Background: an optimization exercise with open tools, aiming at small area, a short achievable clock period and few clock cycles. Do not read the settings as production practice. The RTL was checked by simulation tests, not by an equivalence proof against the original design. No activity file was given, so power comes from the tool's default toggle rates.

[config.mk]
export PLATFORM = sky130hd
export DESIGN_NAME = hw6_core
export DESIGN_NICKNAME = hw6_core
export VERILOG_FILES = /design/flow/design.v
export SDC_FILE = /design/flow/constraint.sdc
export NUM_CORES = 4
export LEC_CHECK = 0
export CAP_MARGIN = 20
export CORE_MARGIN = 2
export CORE_UTILIZATION = 45
export PLACE_DENSITY = 0.6
export SLEW_MARGIN = 20
[constraint.sdc]
create_clock -name core_clock -period 12.0 [get_ports {clk}]
set_input_delay 2.4000 -clock core_clock [delete_from_list [all_inputs] [get_ports {clk}]]
set_output_delay 2.4000 -clock core_clock [all_outputs]
set_load 0.01 [all_outputs]
[design.v]
module hw6_core (
    input  wire         clk,
    input  wire         rst,             
    input  wire [13:0]  prog_len,        
    output wire [13:0]  imem_addr,
    input  wire [31:0]  imem_rdata,
    output wire         dmem_re,
    output wire         dmem_we,
    output wire [15:0]  dmem_addr,
    output wire [15:0]  dmem_wdata,
    output wire [1:0]   dmem_wstrb,
    input  wire [15:0]  dmem_rdata,
    output wire         ret_valid,
    output wire [13:0]  ret_pc,
    output wire         ret_xw,
    output wire [3:0]   ret_xw_idx,
    output wire [15:0]  ret_xw_data,
    output wire [3:0]   ret_vw_mask,
    output wire [3:0]   ret_vw_idx,
    output wire [63:0]  ret_vw_data,
    output wire [2:0]   ret_cc,
    output wire         ret_unknown,
    output wire [143:0] vtx_pos,         
    output wire [47:0]  vtx_col,         
    output wire [3:0]   gsr,             
    output wire         halted,
    output wire         fault,
    output wire [2:0]   fault_code,
    output wire [17:0]  fault_info
);
    localparam [7:0] OP_ADD_D   = 8'h00, OP_ADD_F   = 8'h01, OP_ADDI_D  = 8'h02,
                     OP_ADDI_F  = 8'h03, OP_VADD    = 8'h04, OP_AND_D   = 8'h05,
                     OP_ANDI_D  = 8'h06, OP_MOV     = 8'h07, OP_MOVI_D  = 8'h08,
                     OP_MOVI_F  = 8'h09, OP_VMOV    = 8'h0A, OP_VMOVI   = 8'h0B,
                     OP_CMP     = 8'h0C, OP_CMPI    = 8'h0D, OP_VCMOV   = 8'h0E,
                     OP_VCMOVI  = 8'h0F, OP_LDB     = 8'h10, OP_LDW     = 8'h11,
                     OP_STB     = 8'h12, OP_STW     = 8'h13, OP_SETVTX  = 8'h20,
                     OP_SETCOL  = 8'h21, OP_ROTATE  = 8'h22, OP_TRANSL  = 8'h23,
                     OP_SCALE   = 8'h24, OP_BEGINP  = 8'h25, OP_FLUSH   = 8'h26,
                     OP_DRAW    = 8'h27, OP_BRN     = 8'h30, OP_BRZ     = 8'h31,
                     OP_BRP     = 8'h32, OP_BRNZ    = 8'h33, OP_BRNP    = 8'h34,
                     OP_BRZP    = 8'h35, OP_BRNZP   = 8'h36, OP_JMP     = 8'h37,
                     OP_JSR     = 8'h38, OP_JSRR    = 8'h39, OP_HALT    = 8'h40;
    localparam [2:0] F_PC = 3'd1, F_VIDX = 3'd3, F_MEM = 3'd4, F_RSV = 3'd5, F_UNPRED = 3'd7;
    localparam [3:0] PC_IDX = 4'd15, LR_IDX = 4'd14;
    localparam [1:0] S_FETCH = 2'd0, S_EXEC = 2'd1, S_LOAD = 2'd2, S_STOP = 2'd3;
    reg  [1:0]   state;
    reg  signed [16:0] pc;               
    reg  [15:0]  xr [0:14];              
    reg  [63:0]  vr [0:15];              
    reg  [2:0]   cc;                     
    reg  [15:0]  vx [0:2];
    reg  [15:0]  vy [0:2];
    reg  [15:0]  vz [0:2];
    reg  [15:0]  cr, cg, cb;             
    reg  [1:0]   cur;
    reg  [3:0]   gsr_r;
    reg          halted_r;
    reg          fault_r;
    reg  [2:0]   fault_code_r;
    reg  [17:0]  fault_info_r;
    reg  [3:0]   ld_d;
    reg          ld_word;
    wire [31:0] iw   = imem_rdata;
    wire [7:0]  op   = iw[31:24];
    wire [3:0]  f_d  = iw[23:20];
    wire [3:0]  f_s1 = iw[19:16];
    wire [3:0]  f_s2 = iw[11:8];
    wire [5:0]  f_vd = iw[21:16];
    wire [5:0]  f_vs1 = iw[13:8];
    wire [5:0]  f_vs2 = iw[5:0];
    wire [1:0]  f_lane = iw[23:22];
    wire [15:0] imm  = iw[15:0];
    wire is_r3    = (op == OP_ADD_D) || (op == OP_ADD_F) || (op == OP_AND_D);
    wire is_ri    = (op == OP_ADDI_D) || (op == OP_ADDI_F) || (op == OP_ANDI_D);
    wire is_mem   = (op == OP_LDB) || (op == OP_LDW) || (op == OP_STB) || (op == OP_STW);
    wire is_load  = (op == OP_LDB) || (op == OP_LDW);
    wire is_store = (op == OP_STB) || (op == OP_STW);
    wire is_movi  = (op == OP_MOVI_D) || (op == OP_MOVI_F);
    wire is_gvec  = (op == OP_SETVTX) || (op == OP_SETCOL) || (op == OP_TRANSL);
    wire known =
        (op <= OP_STW) ||
        ((op >= OP_SETVTX) && (op <= OP_DRAW)) ||
        ((op >= OP_BRN) && (op <= OP_JSRR)) ||
        (op == OP_HALT);
    wire [15:0] rd_d  = (f_d  == PC_IDX) ? 16'd0 : xr[f_d];
    wire [15:0] rd_s1 = (f_s1 == PC_IDX) ? 16'd0 : xr[f_s1];
    wire [15:0] rd_s2 = (f_s2 == PC_IDX) ? 16'd0 : xr[f_s2];
    wire [63:0] rv_vd  = vr[f_vd[3:0]];
    wire [63:0] rv_vs1 = vr[f_vs1[3:0]];
    wire [63:0] rv_vs2 = vr[f_vs2[3:0]];
    reg        exc;
    reg [2:0]  exc_code;
    reg [17:0] exc_info;
    wire signed [17:0] ea = $signed({2'b00, rd_s1}) + $signed({{2{imm[15]}}, imm});
    wire ea_bad = ea[17] ||
                  (((op == OP_LDW) || (op == OP_STW)) ? (ea > 18'sd65534) : (ea > 18'sd65535));
    always @(*) begin
        exc = 1'b0;
        exc_code = 3'd0;
        exc_info = 18'd0;
        if (is_r3) begin
            if (f_d == PC_IDX || f_s1 == PC_IDX || f_s2 == PC_IDX) begin
                exc = 1'b1; exc_code = F_RSV; exc_info = {14'd0, PC_IDX};
            end
        end else if (is_ri || is_mem) begin
            if (f_d == PC_IDX || f_s1 == PC_IDX) begin
                exc = 1'b1; exc_code = F_RSV; exc_info = {14'd0, PC_IDX};
            end else if (is_mem && ea_bad) begin
                exc = 1'b1; exc_code = F_MEM; exc_info = ea;
            end
        end else if (op == OP_MOV || op == OP_CMP) begin
            if (f_s1 == PC_IDX || f_s2 == PC_IDX) begin
                exc = 1'b1; exc_code = F_RSV; exc_info = {14'd0, PC_IDX};
            end
        end else if (is_movi || op == OP_CMPI || op == OP_JMP) begin
            if (f_s1 == PC_IDX) begin
                exc = 1'b1; exc_code = F_RSV; exc_info = {14'd0, PC_IDX};
            end
        end else if (op == OP_JSRR) begin
            if (f_s1 == PC_IDX) begin
                exc = 1'b1; exc_code = F_RSV; exc_info = {14'd0, PC_IDX};
            end else if (f_s1 == LR_IDX) begin
                exc = 1'b1; exc_code = F_UNPRED; exc_info = {14'd0, LR_IDX};
            end
        end else if (op == OP_VADD) begin
            if (f_vd[5:4] != 2'b00) begin
                exc = 1'b1; exc_code = F_VIDX; exc_info = {12'd0, f_vd};
            end else if (f_vs1[5:4] != 2'b00) begin
                exc = 1'b1; exc_code = F_VIDX; exc_info = {12'd0, f_vs1};
            end else if (f_vs2[5:4] != 2'b00) begin
                exc = 1'b1; exc_code = F_VIDX; exc_info = {12'd0, f_vs2};
            end
        end else if (op == OP_VMOV) begin
            if (f_vd[5:4] != 2'b00) begin
                exc = 1'b1; exc_code = F_VIDX; exc_info = {12'd0, f_vd};
            end else if (f_vs1[5:4] != 2'b00) begin
                exc = 1'b1; exc_code = F_VIDX; exc_info = {12'd0, f_vs1};
            end
        end else if (op == OP_VCMOV) begin
            if (f_vd[5:4] != 2'b00) begin
                exc = 1'b1; exc_code = F_VIDX; exc_info = {12'd0, f_vd};
            end else if (f_s2 == PC_IDX) begin
                exc = 1'b1; exc_code = F_RSV; exc_info = {14'd0, PC_IDX};
            end
        end else if (op == OP_VMOVI || op == OP_VCMOVI || is_gvec) begin
            if (f_vd[5:4] != 2'b00) begin
                exc = 1'b1; exc_code = F_VIDX; exc_info = {12'd0, f_vd};
            end
        end
    end
    wire [15:0] sum_rr = rd_s1 + rd_s2;
    wire [15:0] sum_ri = rd_s1 + imm;
    wire [15:0] and_rr = rd_s1 & rd_s2;
    wire [15:0] and_ri = rd_s1 & imm;
    function [2:0] cc_of;                 
        input [15:0] r;
        cc_of = r[15] ? 3'b100 : ((r == 16'd0) ? 3'b010 : 3'b001);
    endfunction
    function [2:0] cc_cmp;                
        input [15:0] a;
        input [15:0] b;
        cc_cmp = ($signed(a) < $signed(b)) ? 3'b100 : ((a == b) ? 3'b010 : 3'b001);
    endfunction
    reg        ex_xw;
    reg [3:0]  ex_xw_idx;
    reg [15:0] ex_xw_data;
    reg        ex_ccw;
    reg [2:0]  ex_cc;
    always @(*) begin
        ex_xw = 1'b0;
        ex_xw_idx = f_d;
        ex_xw_data = 16'd0;
        ex_ccw = 1'b0;
        ex_cc = 3'b000;
        case (op)
            OP_ADD_D, OP_ADD_F: begin
                ex_xw = 1'b1; ex_xw_data = sum_rr; ex_ccw = 1'b1; ex_cc = cc_of(sum_rr);
            end
            OP_ADDI_D, OP_ADDI_F: begin
                ex_xw = 1'b1; ex_xw_data = sum_ri; ex_ccw = 1'b1; ex_cc = cc_of(sum_ri);
            end
            OP_AND_D: begin
                ex_xw = 1'b1; ex_xw_data = and_rr; ex_ccw = 1'b1; ex_cc = cc_of(and_rr);
            end
            OP_ANDI_D: begin
                ex_xw = 1'b1; ex_xw_data = and_ri; ex_ccw = 1'b1; ex_cc = cc_of(and_ri);
            end
            OP_MOV: begin
                ex_xw = 1'b1; ex_xw_idx = f_s1; ex_xw_data = rd_s2; ex_ccw = 1'b1; ex_cc = cc_of(rd_s2);
            end
            OP_MOVI_D, OP_MOVI_F: begin
                ex_xw = 1'b1; ex_xw_idx = f_s1; ex_xw_data = imm; ex_ccw = 1'b1; ex_cc = cc_of(imm);
            end
            OP_CMP: begin
                ex_ccw = 1'b1; ex_cc = cc_cmp(rd_s1, rd_s2);
            end
            OP_CMPI: begin
                ex_ccw = 1'b1; ex_cc = cc_cmp(rd_s1, imm);
            end
            OP_JSR, OP_JSRR: begin
                ex_xw = 1'b1; ex_xw_idx = LR_IDX; ex_xw_data = {pc[13:0] + 14'd1, 2'b00};
            end
            default: ;
        endcase
    end
    reg [3:0]  ex_vw_mask;
    reg [63:0] ex_vw_data;
    always @(*) begin
        ex_vw_mask = 4'b0000;
        ex_vw_data = 64'd0;
        case (op)
            OP_VADD: begin
                ex_vw_mask = 4'b1111;
                ex_vw_data = {rv_vs1[63:48] + rv_vs2[63:48], rv_vs1[47:32] + rv_vs2[47:32],
                              rv_vs1[31:16] + rv_vs2[31:16], rv_vs1[15:0]  + rv_vs2[15:0]};
            end
            OP_VMOV: begin
                ex_vw_mask = 4'b1111; ex_vw_data = rv_vs1;
            end
            OP_VMOVI: begin
                ex_vw_mask = 4'b1111; ex_vw_data = {4{imm}};
            end
            OP_VCMOV: begin
                ex_vw_mask = 4'b0001 << f_lane; ex_vw_data = {4{rd_s2}};
            end
            OP_VCMOVI: begin
                ex_vw_mask = 4'b0001 << f_lane; ex_vw_data = {4{imm}};
            end
            default: ;
        endcase
    end
    reg br_taken;
    always @(*) begin
        case (op)
            OP_BRN:   br_taken = cc[2];
            OP_BRZ:   br_taken = cc[1];
            OP_BRP:   br_taken = cc[0];
            OP_BRNZ:  br_taken = cc[2] | cc[1];
            OP_BRNP:  br_taken = cc[2] | cc[0];
            OP_BRZP:  br_taken = cc[1] | cc[0];
            OP_BRNZP: br_taken = 1'b1;
            OP_JSR:   br_taken = 1'b1;
            default:  br_taken = 1'b0;
        endcase
    end
    wire signed [16:0] pc_inc = pc + 17'sd1;
    reg  signed [16:0] pc_next;
    always @(*) begin
        if (op == OP_JMP || op == OP_JSRR)
            pc_next = {3'b000, rd_s1[15:2]};
        else if (br_taken)
            pc_next = pc_inc + {imm[15], imm};
        else
            pc_next = pc_inc;
    end
    wire [15:0] l0 = rv_vd[15:0];
    wire [15:0] l1 = rv_vd[31:16];
    wire [15:0] l2 = rv_vd[47:32];
    wire [15:0] l3 = rv_vd[63:48];
    wire [15:0] dx = {{4{l1[15]}}, l1[15:4]};
    wire [15:0] dy = {{4{l2[15]}}, l2[15:4]};
    wire pc_oob = pc[16] || (pc[15:0] >= {2'b00, prog_len});
    wire exec_ok = (state == S_EXEC) && !exc;
    wire commit_exec = exec_ok && !is_load;
    wire commit_load = (state == S_LOAD);
    wire [15:0] ld_val = ld_word ? dmem_rdata : {8'd0, dmem_rdata[7:0]};
    integer i;
    always @(posedge clk) begin
        if (rst) begin
            state <= S_FETCH;
            pc <= 17'sd0;
            cc <= 3'b000;
            for (i = 0; i < 15; i = i + 1) xr[i] <= 16'd0;
            for (i = 0; i < 16; i = i + 1) vr[i] <= 64'd0;
            for (i = 0; i < 3; i = i + 1) begin
                vx[i] <= 16'd0; vy[i] <= 16'd0; vz[i] <= 16'd0;
            end
            cr <= 16'd0; cg <= 16'd0; cb <= 16'd0;
            cur <= 2'd0;
            gsr_r <= 4'd0;
            halted_r <= 1'b0;
            fault_r <= 1'b0;
            fault_code_r <= 3'd0;
            fault_info_r <= 18'd0;
            ld_d <= 4'd0;
            ld_word <= 1'b0;
        end else begin
            case (state)
                S_FETCH: begin
                    if (pc_oob) begin
                        fault_r <= 1'b1;
                        fault_code_r <= F_PC;
                        fault_info_r <= {pc[16], pc};
                        state <= S_STOP;
                    end else begin
                        state <= S_EXEC;
                    end
                end
                S_EXEC: begin
                    if (exc) begin
                        fault_r <= 1'b1;
                        fault_code_r <= exc_code;
                        fault_info_r <= exc_info;
                        state <= S_STOP;
                    end else if (is_load) begin
                        ld_d <= f_d;
                        ld_word <= (op == OP_LDW);
                        state <= S_LOAD;
                    end else begin
                        if (ex_xw) xr[ex_xw_idx] <= ex_xw_data;
                        if (ex_ccw) cc <= ex_cc;
                        if (ex_vw_mask[0]) vr[f_vd[3:0]][15:0]  <= ex_vw_data[15:0];
                        if (ex_vw_mask[1]) vr[f_vd[3:0]][31:16] <= ex_vw_data[31:16];
                        if (ex_vw_mask[2]) vr[f_vd[3:0]][47:32] <= ex_vw_data[47:32];
                        if (ex_vw_mask[3]) vr[f_vd[3:0]][63:48] <= ex_vw_data[63:48];
                        case (op)
                            OP_SETVTX: begin
                                vx[cur] <= {4'd0, l1[15:4]};
                                vy[cur] <= {4'd0, l2[15:4]};
                                vz[cur] <= {4'd0, l3[15:4]};
                                cur <= (cur == 2'd2) ? 2'd0 : cur + 2'd1;
                            end
                            OP_SETCOL: begin
                                cr <= {4'd0, l0[15:4]};
                                cg <= {4'd0, l1[15:4]};
                                cb <= {4'd0, l2[15:4]};
                            end
                            OP_TRANSL: begin
                                for (i = 0; i < 3; i = i + 1) begin
                                    vx[i] <= vx[i] + dx;
                                    vy[i] <= vy[i] + dy;
                                end
                            end
                            OP_BEGINP: gsr_r[1:0] <= (f_s1 != 4'd0) ? 2'b10 : 2'b01;
                            OP_FLUSH:  gsr_r[3:2] <= 2'b10;
                            OP_DRAW:   gsr_r[3:2] <= 2'b01;
                            default: ;
                        endcase
                        pc <= pc_next;
                        if (op == OP_HALT) begin
                            halted_r <= 1'b1;
                            state <= S_STOP;
                        end else begin
                            state <= S_FETCH;
                        end
                    end
                end
                S_LOAD: begin
                    xr[ld_d] <= ld_val;
                    cc <= cc_of(ld_val);
                    pc <= pc_inc;
                    state <= S_FETCH;
                end
                default: ;
            endcase
        end
    end
    assign imem_addr  = pc[13:0];
    assign dmem_re    = exec_ok && is_load;
    assign dmem_we    = exec_ok && is_store;
    assign dmem_addr  = ea[15:0];
    assign dmem_wdata = rd_d;
    assign dmem_wstrb = (op == OP_STW) ? 2'b11 : 2'b01;
    assign ret_valid   = commit_exec || commit_load;
    assign ret_pc      = pc[13:0];
    assign ret_xw      = commit_load ? 1'b1 : ex_xw;
    assign ret_xw_idx  = commit_load ? ld_d : ex_xw_idx;
    assign ret_xw_data = commit_load ? ld_val : ex_xw_data;
    assign ret_vw_mask = commit_load ? 4'b0000 : ex_vw_mask;
    assign ret_vw_idx  = f_vd[3:0];
    assign ret_vw_data = ex_vw_data;
    assign ret_cc      = commit_load ? cc_of(ld_val) : (ex_ccw ? ex_cc : cc);
    assign ret_unknown = commit_exec && !known;
    assign vtx_pos = {vz[2], vy[2], vx[2], vz[1], vy[1], vx[1], vz[0], vy[0], vx[0]};
    assign vtx_col = {cb, cg, cr};
    assign gsr     = gsr_r;
    assign halted     = halted_r;
    assign fault      = fault_r;
    assign fault_code = fault_code_r;
    assign fault_info = fault_info_r;
endmodule
[run.sh]
#!/bin/bash
# synth_recipe.tcl (not shown) runs the flow's synth.tcl, then flattens the netlist and writes it again
# the make line also repeats each setting of config.mk as NAME=value (left out here)
make -C /OpenROAD-flow-scripts/flow DESIGN_CONFIG=/design/flow/config.mk WORK_HOME=/design/flow/orfs CLKGATE_MAP_FILE= SYNTH_SCRIPT=/design/flow/synth_recipe.tcl finish
==> metrics list <==
- Summing all non-filler instances in the final layout gives an area of 0.109 mm2.
* Cells after Synth: 7,872
- Type of element capturing the critical path: output pin
* Buffers added on ports: 419
* CTS tree: yes
- Run status: complete, no violations
- Max_slew headroom: 16.6%
- Max cap viols: 0
- Leakage: 38.6 nW
- Combinational family with the most area after synthesis: multiplexers
- The post-route netlist has 20.2% of its cells at a drive strength greater than 1.
- Antenna violations before repair: 15
- Counting every sink on the clock net gives 1,504.
- Register-to-Register Path Depth: 14
- Crit path max fanout: 31
- STA puts the critical path data arrival time at 8.69 ns.
- HPWL after detailed placement: 251,000 um
* X dimension of the die: 465 um
* Combinational power share: 22.4%
- Shortest period the worst path allows: 11.09 ns
* Fraction of the yosys area taken by sequential cells: 46.0%
- In this run the critical register-to-register path is captured at vr[14][63].
- The most used flip-flop cell after synthesis is edfxtp_1.
- Via-per-instance ratio: 6.83
* Internal portion of total power: 10.2 mW
* Worst supply voltage drop on vdd: 0.174 mV
- Row Count: 169
- STA classifies the critical path startpoint as an input port.
* Library cells used by synthesis: 97
* FFs w/ async S/R, synth: 0%
- Entering global routing, the biggest net connects 92 pins.
- The path with the worst hold slack has its endpoint at cb[7].
- Simple-Gate Fraction of Synth Area: 11.6%
- The startpoint identified for the worst register-to-register timing path is xr[2][10].
- Total chip power: 14.6 mW
* Effective utilization at floorplan: 45.2%
- In this run the worst hold path is classified as reg -> reg.
* Post-synthesis share of cell area spent on xor and xnor gates: 1.67%
- The worst setup path is of the in -> out kind.
* Number of DRC markers after the initial detailed-route iteration: 11,500
* Post-Route Utilization: 51.6%
- Of the total power, the share spent switching nets is 30.3%.
* Layout net count: 8,504
- The area growth from synthesis to layout is 14.3%.
- Summing the areas of all compound-gate instances in the mapped netlist gives 9.12% of the synthesized area.
- Yosys mapped a number of flops with a built-in enable equal to 1,388.
* Global placement routability congestion: 0.968
* Most area-hungry cell type in the Yosys netlist: edfxtp_1
- Global routing consumed, over all layers together, 34.4% of the routing resources.
- After clock tree synthesis, the repair step resized 0 gates.
- The tree is rooted in a clkbuf_16.
- Setup slack on the worst reg-to-reg path comes out at 4.04 ns.
- Register bit count reported by yosys: 1,504
- In the final timing run, aggregate negative setup slack is 0 ns.
- Ranked by total cell area, the synthesized netlist is headed by edfxtp_1, mux4_2, nor2_1, ha_1, mux2i_1.
- Unrepaired setup endpoints after global routing: no
* Number of hold violations in the final report: 0
* Max Root-Sink Buffers: 3
- The placed instances occupy a cell area of 0.104 mm2.
- Power spent charging and discharging nets: 4.43 mW
* Vert. Die Dim: 465 um
- Mean instance size in the synthesized netlist: 12.2 um2
- In the finished design, the share of the clock period the worst path needs comes to 92.4%.
* Peak clock frequency supported by timing: 90.2 MHz
* Clock Skew: 0.0476 ns
* Number of global-route vias before repair: 73,800
- After floorplanning, the core was sized to cover 0.212 mm2.
- After detailed routing, the number of remaining DRC violations is 0.
- The first global-routing pass estimated 537,000 um of wire.
- In this run the remaining antenna-violating nets after routing total 0.
- The worst hold path was traced through 2 stages.
* Wirelength, routed: 380,000 um
- The clock reaches the later pin of the worst-skew pair after 0.87 ns.
- Worst-case hold slack: 0.455 ns
- In this run, the clock network consumes 35.9% of the power.
- Number of top-level pins: 445
- Launching instance or port of the critical path: imem_rdata[2]
- For this design the ratio of total power to cell area is 134 mW/mm2.
- The number of max-slew violations in the final report came to 0.
- Synthesized-area fraction occupied by adder cells: 3.55%
- Clock-pin slew was measured on the worst setup and hold paths at 0.06 ns.
- Hold path startpoint: cb[7]
- For this block, the via count after detailed routing is 76,100.
- After detailed routing, the average wire length per cell comes to 34.1 um.
- In this run the number of H-tree levels came out at 4.
- Clock tree synthesis inserted a total of 172 buffers.
* Hold_buf cts: 0
- GRT Residual Overflow: 0
- The synthesized design devotes to its leading area cell type 43.5% of total area.
* Mux share of post-synthesis cell area: 24.3%
- Router iterations before antenna repair: 9
* Post-CTS setup buffer count: 0
* Slew at the pin closest to its max-slew limit: 1.25 ns
- At the worst endpoint, the required time is 9.60 ns.
* Final setup fails: 0
* Relative contribution of sequential cells to total power: 41.7%
* Warnings, synthesis: 1
* Full die area: 0.216 mm2
- Post-synth design cell area: 0.0957 mm2
how the worst max path moves through the flow:
stage / to / slack, ns / cells after the start
5_1_grt: ret_vw_data[44] / 0.62 / 19
3_3_place_gp: ret_vw_data[46] / 1.08 / 19
6_report: ret_vw_data[28] / 0.91 / 19
4_1_cts: ret_vw_data[28] / 1.03 / 19
3_5_place_dp: ret_vw_data[28] / 1.09 / 19
2_1_floorplan: ret_vw_data[44] / 1.41 / 20
synth_stat cells (38+ instances only):
cell type	count
a211oi_1	44
a21o_1	55
a21oi_1	301
a221oi_1	197
a22o_1	69
a22oi_1	99
and2_1	59
buf_1	87
buf_2	121
buf_4	59
clkbuf_1	384
dfxtp_1	116
edfxtp_1	1388
ha_1	251
inv_1	188
mux2_2	38
mux2i_1	289
mux4_2	887
nand2_1	538
nand2b_1	55
nand3_1	78
nor2_1	1517
nor2b_1	57
nor3_1	99
o21ai_0	197
xnor2_1	133
xor2_1	50
cells by family after synthesis:
| logic type | count (synthesis) |
|---|---|
| multiplexers | 1215 |
| AND/OR/NAND/NOR | 2604 |
| XOR/XNOR | 183 |
| flip-flops | 1504 |
| buffers and inverters | 847 |
| other | 2 |
| adder cells (fa/ha/maj) | 264 |
| AO/OA/AOI/OAI | 1253 |
worst max-delay path: stages:
cell and delay (ns):
clkdlybuf4s50_1 0.83, nor2_4 0.43, buf_4 0.47, a221oi_1 0.22, a22oi_1 0.27, nand2_1 0.10, ha_1 0.25, fa_1 0.47
a21o_1 0.18, a21oi_1 0.23, o21bai_1 0.13, a2111oi_0 0.64, o41ai_1 0.29, a211oi_1 0.38, nor2_1 0.10, xor2_1 0.16
a221oi_2 0.46, inv_1 0.12, clkdlybuf4s50_1 0.50
state kept, by name (all words and copies together) (netlist names):
signal        cells
vr             1024
xr              256
vx               48
vy               48
vz               36
fault_info_r     18
pc               17
cb               12
cg               12
cr               12
gsr_r             4
ld_d              4
cc                3
fault_code_r      3
cur               2
state             2
fault_r           1
halted_r          1
ld_word           1
layout make-up:
type	count	area [um2]
antenna	6	15.0
clock buffer	216	4590
clock inverter	95	851
fill	18200	102000
inverter	193	736
multi-input combinational	5544	48700
sequential	1504	44000
tap	2821	3530
timing repair buffer	761	6930
layout by cell type (no fill, tap or decap), drive strengths merged, types with 214 or more instances in the layout:
cell type,count
mux4,887
clkbuf,216
ha,251
a21oi,302
nand2,566
clkdlybuf4s50,404
mux2i,289
buf,357
nor2,1518
edfxtp,1388
o21ai,214
per-layer routing:
metal	up-vias	GRT usage [%]	share of wire (%)
met5	-	0	0.023
met4	14	15.3	5.0
met3	996	9.88	13
met2	5612	51.3	44
met1	38500	46.8	38
li1	31000	-	-
power by group through the flow:
| stage | Sequential [mW] | Clock (mW) | Combinational [mW] |
|---|---|---|---|
| 2_1_floorplan | 6.16 | 0 | 2.05 |
| 3_3_place_gp | 6.20 | 0 | 3.18 |
| 3_5_place_dp | 6.21 | 0 | 3.20 |
| 4_1_cts | 6.10 | 5.27 | 3.22 |
| 5_1_grt | 6.13 | 5.46 | 3.46 |
| 6_report | 6.11 | 5.25 | 3.28 |
metrics by stage:
| step | cells | setup slack [ns] |
|---|---|---|
| floorplan | 7895 | 1.41 |
| global placement | 10800 | 1.08 |
| detailed placement | 10800 | 1.09 |
| CTS | 11100 | 1.03 |
| global route | 11100 | 0.619 |
| finish | 11100 | 0.913 |
Testbench counts, summed over its fixed seeds: cycles 138,054.

-- separate check: timing with driven ports --
In the flow no input, the clock included, has a driving cell. The finished layout below was timed again as built, in two steps. Step 1 sets driving cells, clkbuf_16 on the clock port and buf_2 on the other inputs (assumed; they add their load-dependent delay and slew). Step 2 times the ports against the registers' clock, not the clock port: input delays grow and output delays shrink by t, the midpoint of the rising clock arrivals with the driver on. a / b / c = no drivers / after step 1 / after step 2; a / b = the first two.
t (ns): 0.940
setup WS [ns]: 0.913 / 0.886 / 0.886
latest minus earliest clock arrival (ns): 0.047 / 0.047
After both steps setup and hold are still met in this run. The setup slack of this run moves by -0.027 ns with the drivers and by -0.027 ns with both steps.
